This is an optimization exercise on Yosys and OpenROAD, whose aim is small area, a short achievable clock period and few clock cycles, not a production implementation. RTL that was checked went through simulation tests only; none was proved equivalent to the original. Power figures rest on the tool's default switching activity, not on a simulated workload.

v6:
## bfi_decoder
module bfi_decoder (
    input  wire         clk,
    input  wire         rst,
    input  wire         req_valid,
    output wire         req_ready,
    input  wire [7:0]   req_cmd,
    input  wire [15:0]  req_len,
    input  wire [39:0]  req_fields,
    input  wire [4:0]   req_p,
    input  wire [127:0] req_widths,
    input  wire [15:0]  req_n,
    input  wire [63:0]  req_ts,
    output wire         mem_req,
    output wire [15:0]  mem_addr,
    input  wire         mem_gnt,
    input  wire [7:0]   mem_rdata,
    output wire         ang_valid,
    input  wire         ang_ready,
    output wire [15:0]  ang_data,
    output reg          resp_valid,
    output wire [3:0]   resp_status,
    output wire [63:0]  resp_data,
    output wire [4:0]   resp_p,
    output wire [15:0]  resp_n,
    output wire [127:0] resp_widths,
    output wire [5:0]   resp_dtn,
    output wire [23:0]  err_required,
    output wire [18:0]  err_available,
    output wire [7:0]   err_given,
    output wire [3:0]   err_allowed
);
Size in the first run: ~2200 cells after synthesis, about 600 I/O pins.
Settings: LEC_CHECK=0, CAP_MARGIN=20, CORE_MARGIN=2, CORE_UTILIZATION=40, CTS_CLUSTER_DIAMETER=80, CTS_CLUSTER_SIZE=20, SLEW_MARGIN=20; clock period 15.0 ns.
standard.sh (not shown) runs the stock make flow with config.mk's settings and CLKGATE_MAP_FILE= SYNTH_SCRIPT=/design/flow/synth_recipe.tcl, a recipe that flattens the netlist after the stock synthesis.
==> flow/flow/run.sh <==
#!/bin/bash
# Standard ORFS layout, with two changes to how it is made:
#  - the I/O ports are buffered with buf_1 (then resized by repair) instead of
#    the default delay-buffer cell;
#  - timing repair keeps working until the setup slack reaches the margin, past
#    the 15 ns clock.
set -euo pipefail
bash standard.sh "BUFFER_PORTS_ARGS=-buffer_cell sky130_fd_sc_hd__buf_1" \
    SETUP_SLACK_MARGIN=${MARGIN:-10.7} finish > standard.log 2>&1
Both conditions hold for v6: the flow ran to the end and the final layout passed the timing, design-rule and antenna checks.
Testbench counts of v6, summed over its fixed seeds: cycles 66,115.
> inputs changed (v6 -> v7)
--- a/flow/design.v
+++ b/flow/design.v
@@ -87,24 +87,25 @@
     reg [15:0] nn;           
     reg [5:0]  dtn;
     reg [15:0] lim;          
     reg [23:0] rem;          
     reg [7:0]  given;
     reg [3:0]  status;
     reg [3:0]  fi;           
     reg [31:0] win;          
     reg [5:0]  off;          
     reg        fl;           
     reg        hb4;          
     reg [15:0] ptr;          
+    reg        big;          
     reg        av;
     reg [8:0]  ad;
     reg [3:0]  wc;           
     reg        room_r, need_r, pf_r;
     reg        mreq_r;       
     reg        st2;          
     reg        sdn;          
     assign resp_status  = status;
     assign resp_data    = data;
     assign resp_p       = pp;
     assign resp_n       = nn;
     assign resp_dtn     = dtn;
@@ -199,43 +200,43 @@
     wire        g      = mreq && mem_gnt;
     wire        c16    = off_c[5] || off_c[4];               
     wire        c8     = c16 || off_c[3];                    
     wire        w16    = off_cw[5] || off_cw[4];
     wire        w8     = w16 || off_cw[3];
     wire        room_g1 = can ? w16 : c16;
     wire        room_g0 = can ? w8 : c8;
     wire        room_n = g ? (take ? room_g1 : c16)
                            : (take ? room_g0 : c8);
     wire        rem_hi = (rem[23:6] != 18'd0);
     wire [6:0]  rs     = {1'b0, rem[5:0]} + {1'b0, off_c};   
     wire        need_n = rem_hi || (g ? (rs > 7'd40) : (rs > 7'd32));
-    wire        pf_n   = g ? (off_c > 6'd24) : (off_c > 6'd16);    
+    wire        pf_n   = g ? (off_c > 6'd24) : (off_c > 6'd16);
     wire [15:0] lim_m7 = (lim >= 16'd7) ? lim - 16'd7 : 16'd0;
     wire [23:0] ad_y   = s_mul  ? {(rem[0] ? nn : 16'd0), 8'd0} :
                          s_strm ? {20'hfffff, ~wc} :
                          s_cmp  ? ~{5'd0, lim, 3'b000} :
                                   {20'd0, given[3:0]};
     wire [24:0] ad_s   = {1'b0, rem} + {1'b0, ad_y} + {24'd0, s_strm};
     wire        t_big  = ad_s[24];
     wire        b4q    = d_frm && (ptr[3:0] == 4'd4);    
     wire [15:0] ptr_g  = (d_frm && ptr[15:3] == 13'd0 && ptr[2:0] == 3'd1) ? 16'd3 :
                          (d_frm && ptr[15:3] == 13'd0 && ptr[2:0] == 3'd4) ? 16'd7 :
                          ptr + 16'd1;
     wire        hq_0   = d_hdr ? (ptr[2:0]   != 3'd5) : (ptr[2:0]   != 3'd4);
     wire        hq_1   = d_hdr ? (ptr_g[2:0] != 3'd5) : (ptr_g[2:0] != 3'd4);
     wire        hdr_end  = d_hdr ? (fl && ptr[2:0] == 3'd5) : (ptr[2:0] == 3'd4);
     wire        plen_lt2 = (lim_m7[15:1] == 15'd0);
     wire        to_mul_f = s_hdr && !d_hdr && (ptr[2:0] == 3'd4) && lk_ok && !plen_lt2;
     wire        to_mul_x = s_scan && !(sv && bad_g) && s_fin && (lim[15:1] != 15'd0);
-    wire        pre_keep = (b4q && !g) || (room_n && pf_n);
+    wire        pre_keep = (b4q && !g) || (room_n && (big || pf_n));
     wire        strm_rq  = room_n && need_n;
     wire        mreq_n = (accept && (d_hdr || d_frm) && !d_short) ||
                          (s_hdr && !hdr_end && (g ? hq_1 : hq_0)) ||
                          to_mul_f || to_mul_x ||
                          (s_mul && pre_keep) ||
                          (s_cmp && (b4q ? pre_keep : (!t_big && strm_rq))) ||
                          (s_strm && strm_rq);
     assign mem_req = mreq_r;
     reg [63:0] himap;
     reg [63:0] lomap;
     integer m;
     always @(*) begin
@@ -318,24 +319,25 @@
                     win <= {mem_rdata, win[31:8]};
                 else if (ptr[2:0] == 3'd4)
                     dtn[1:0] <= mem_rdata[7:6];
             end
             if (d_hdr) begin
                 if (fl && ptr[2:0] == 3'd5) begin
                     lim        <= 16'd0;
                     resp_valid <= 1'b1;
                     state      <= S_IDLE;
                 end
             end else if (ptr[2:0] == 3'd4) begin
                 fi  <= 4'd0;
+                big <= (lim_m7[15:2] != 14'd0);
                 pp  <= lk_p;
                 nn  <= lk_n;
                 wd  <= {16'd0, lk_w};
                 rem <= plen_lt2 ? 24'd16 : {16'd0, lk_sum};
                 lim <= lim_m7;
                 if (!lk_ok) begin
                     status <= 4'd4;
                     state  <= S_CLR;
                 end else if (plen_lt2) begin
                     status <= 4'd1;
                     state  <= S_CLR;
                 end else begin
@@ -346,24 +348,25 @@
         s_look: begin
             if (lk_ok) begin
                 pp <= lk_p;
                 nn <= lk_n;
                 wd <= {16'd0, lk_w};
             end else begin
                 status <= 4'd4;
             end
             resp_valid <= 1'b1;
             state      <= S_IDLE;
         end
         s_scan: begin
+            big <= (lim[15:2] != 14'd0);
             if (sv && bad_g) begin
                 status <= 4'd2;
                 st2    <= 1'b1;
                 state  <= S_CLR;
             end else begin
                 if (sv)
                     rem <= ad_s[23:0];
                 if (s_rd) begin
                     given <= {hi, wm};
                     fi    <= fi + 4'd1;
                     sdn   <= last_f;
                     if (fi[0])
Results
- v7 packs its core more loosely than v6.
- Taking v6 as the reference, in v7 fmax shows an increase of about 0.9%, final instance area now smaller.
- NOTE: worst setup timing slack at the placement stage in v7 falls short of that of v6
- Looking at global-route usage, v7 sits above v6.
- Re number of multi-input combinational cells: v7 is about 1.8% down on v6.
- v7 ends up with a detailed-router iteration count before antenna repair that is 3 lower than in v6.
- v6 has a higher final period demand of the worst path than v7.
- Summary of v7 over v6: count of clock buffers in the final design now smaller; sum of routed wire length over all layers picked up an extra about 1%.
Testbench counts of v7, summed over its fixed seeds: cycles 66,096.

* * *

bfi_decoder, a different RTL version from the one above (not shown whole).
Size: about 2200 cells after synthesis, about 300 flip-flops, roughly 600 I/O pins, ~21000 µm² of cells after synthesis.
export LEC_CHECK = 0
export CAP_MARGIN = 20
export CORE_MARGIN = 2
export CORE_UTILIZATION = 40
export SLEW_MARGIN = 20
create_clock -name core_clock -period 15.0 [get_ports {clk}]
==> flow/flow/run.sh <==
#!/bin/bash
# Standard ORFS layout, with two changes to how it is made:
#  - the I/O ports are buffered with buf_1 (then resized by repair) instead of
#    the default delay-buffer cell;
#  - timing repair keeps working until the setup slack reaches the margin, past
#    the 15 ns clock.
set -euo pipefail
bash standard.sh "BUFFER_PORTS_ARGS=-buffer_cell sky130_fd_sc_hd__buf_1" \
    SETUP_SLACK_MARGIN=${MARGIN:-11} finish > standard.log 2>&1
Testbench counts at the start, summed over its fixed seeds: cycles 66,096.
Then changed:
--- a/flow/design.v
+++ b/flow/design.v
@@ -185,30 +185,35 @@
     wire        produce = can && take;
     assign      done   = s_strm && !more && take;
     wire [31:0] shv    = win >> off[4:0];
     wire [8:0]  mask   = (9'd1 << wc) - 9'd1;
     wire [8:0]  fval   = shv[8:0] & mask;
     wire [5:0]  off_c  = cap ? off - 6'd8 : off;
     wire [5:0]  off_cw = cap ? off + {2'd0, wc} - 6'd8 : off + {2'd0, wc};
-    wire [5:0]  u      = (6'd32 - off) + (cap ? 6'd8 : 6'd0);
-    wire [5:0]  uw     = u - {2'd0, wc};
     wire        mreq   = mreq_r;
     wire        g      = mreq && mem_gnt;
-    wire        room_g1 = can ? (uw <= 6'd16) : (u <= 6'd16);
-    wire        room_g0 = can ? (uw <= 6'd24) : (u <= 6'd24);
-    wire        room_n = g ? (take ? room_g1 : (u <= 6'd16))
-                           : (take ? room_g0 : (u <= 6'd24));
+    wire        c16    = off_c[5] || off_c[4];               
+    wire        c8     = c16 || off_c[3];                    
+    wire        w16    = off_cw[5] || off_cw[4];
+    wire        w8     = w16 || off_cw[3];
+    wire        room_g1 = can ? w16 : c16;
+    wire        room_g0 = can ? w8 : c8;
+    wire        room_n = g ? (take ? room_g1 : c16)
+                           : (take ? room_g0 : c8);
     wire        rem_hi = (rem[23:6] != 18'd0);
-    wire        need_n = g ? (rem_hi || (rem[5:0] > u + 6'd8))
-                           : (rem_hi || (rem[5:0] > u));
-    wire        pf_n   = g ? (u < 6'd8) : (u < 6'd16);
+    wire [6:0]  rs     = {1'b0, rem[5:0]} + {1'b0, off_c};   
+    wire        need_n = rem_hi || (g ? (rs > 7'd40) : (rs > 7'd32));
+    wire        pf_n   = g ? (off_c > 6'd24) : (off_c > 6'd16);
     wire [15:0] lim_m7 = (lim >= 16'd7) ? lim - 16'd7 : 16'd0;
-    wire [16:0] macc   = {1'b0, rem[23:8]} + (rem[0] ? {1'b0, nn} : 17'd0);
-    wire        t_big  = (rem > {5'd0, lim, 3'b000});
-    wire [7:0]  sacc   = rem[7:0] + {4'd0, wm};           
+    wire [23:0] ad_y   = s_mul  ? {(rem[0] ? nn : 16'd0), 8'd0} :
+                         s_strm ? {20'hfffff, ~wc} :
+                         s_cmp  ? ~{5'd0, lim, 3'b000} :
+                                  {20'd0, wm};
+    wire [24:0] ad_s   = {1'b0, rem} + {1'b0, ad_y} + {24'd0, s_strm};
+    wire        t_big  = ad_s[24];
     wire        b4q    = d_frm && (ptr[3:0] == 4'd4);    
     wire [15:0] ptr_g  = (d_frm && ptr[15:3] == 13'd0 && ptr[2:0] == 3'd1) ? 16'd3 :
                          (d_frm && ptr[15:3] == 13'd0 && ptr[2:0] == 3'd4) ? 16'd7 :
                          ptr + 16'd1;
     wire        hq_0   = d_hdr ? (ptr[2:0]   != 3'd5) : (ptr[2:0]   != 3'd4);
     wire        hq_1   = d_hdr ? (ptr_g[2:0] != 3'd5) : (ptr_g[2:0] != 3'd4);
     wire        hdr_end  = d_hdr ? (fl && ptr[2:0] == 3'd5) : (ptr[2:0] == 3'd4);
@@ -375,28 +380,28 @@
                     nn         <= 16'd0;
                     wd         <= 64'd0;
                     data       <= 64'd0;
                     resp_valid <= 1'b1;
                     state      <= S_IDLE;
                 end else begin
                     if (pp != 5'd0)
-                        rem[7:0] <= sacc;
+                        rem <= ad_s[23:0];
                     data  <= 64'd0;
                     fi    <= 4'd0;
                     state <= S_MUL;
                 end
             end else begin
-                rem[7:0] <= sacc;
+                rem      <= ad_s[23:0];
                 fi       <= fi + 4'd1;
                 if (fi[0])
                     data <= {8'd0, data[63:8]};
             end
         end
         s_mul: begin
-            rem <= {macc, rem[7:1]};
+            rem <= {ad_s[24:8], rem[7:1]};
             fi  <= fi + 4'd1;
             if (fi[2:0] == 3'd7) begin
                 fi    <= 4'd0;
                 state <= S_CMP;
             end
         end
         s_cmp: begin
@@ -417,15 +422,15 @@
                 state <= S_STRM;
             end
         end
         s_strm: begin
             if (produce) begin
                 ad  <= fval;
                 av  <= 1'b1;
-                rem <= rem - {20'd0, wc};
+                rem <= ad_s[23:0];
                 wc  <= wm;
                 fi  <= nxt;
             end
             if (!more)
                 wd <= 64'd0;
             if (done) begin
                 resp_valid <= 1'b1;
Effect: Hold slack degrades by 0.019 ns; die area shrinks by a few percent; worst setup slack degrades by 0.29 ns; power goes down by well over a third; non-clock buffer count rises by 3; global-route usage goes up by 1.6 points.
The RTL of the second run of this note was laid out without a check of its function.

[static timing again, ports no longer ideal]
Ports are ideal in the flow. The routed layouts listed here were re-timed in OpenROAD. Step 1, drivers: a clkbuf_16 drives clk and a buf_2 each remaining input, both assumed. Step 2 adds t to the input delays and takes it off the output delays; t is the mean of the earliest and latest rising clock arrival at the registers after step 1. Input paths then give back, and output paths get back, about the clock's delay inside the block. Three values: no drivers, after step 1, after step 2; two values: the first two.
| run | shift t [ns] | setup slack, ns | hold slack, ns | worst setup path at the end |
|---|---|---|---|---|
| v6 | 0.656 | 10.684 / 10.623 / 10.159 | 0.497 / 0.497 / 0.497 | input to register |
| v7 | 0.633 | 10.723 / 10.658 / 10.168 | 0.493 / 0.493 / 0.493 | input to register |
| the first run of note 2 | 0.618 | 10.749 / 10.689 / 10.458 | 0.496 / 0.496 / 0.496 | input to register |
| the second run of note 2 | 0.611 | 10.456 / 10.456 / 10.229 | 0.476 / 0.476 / 0.476 | input to register |
After both steps setup and hold are still met in every run listed. The setup slack of v7, which loses most, moves by -0.065 ns with the drivers and by -0.555 ns with both steps.
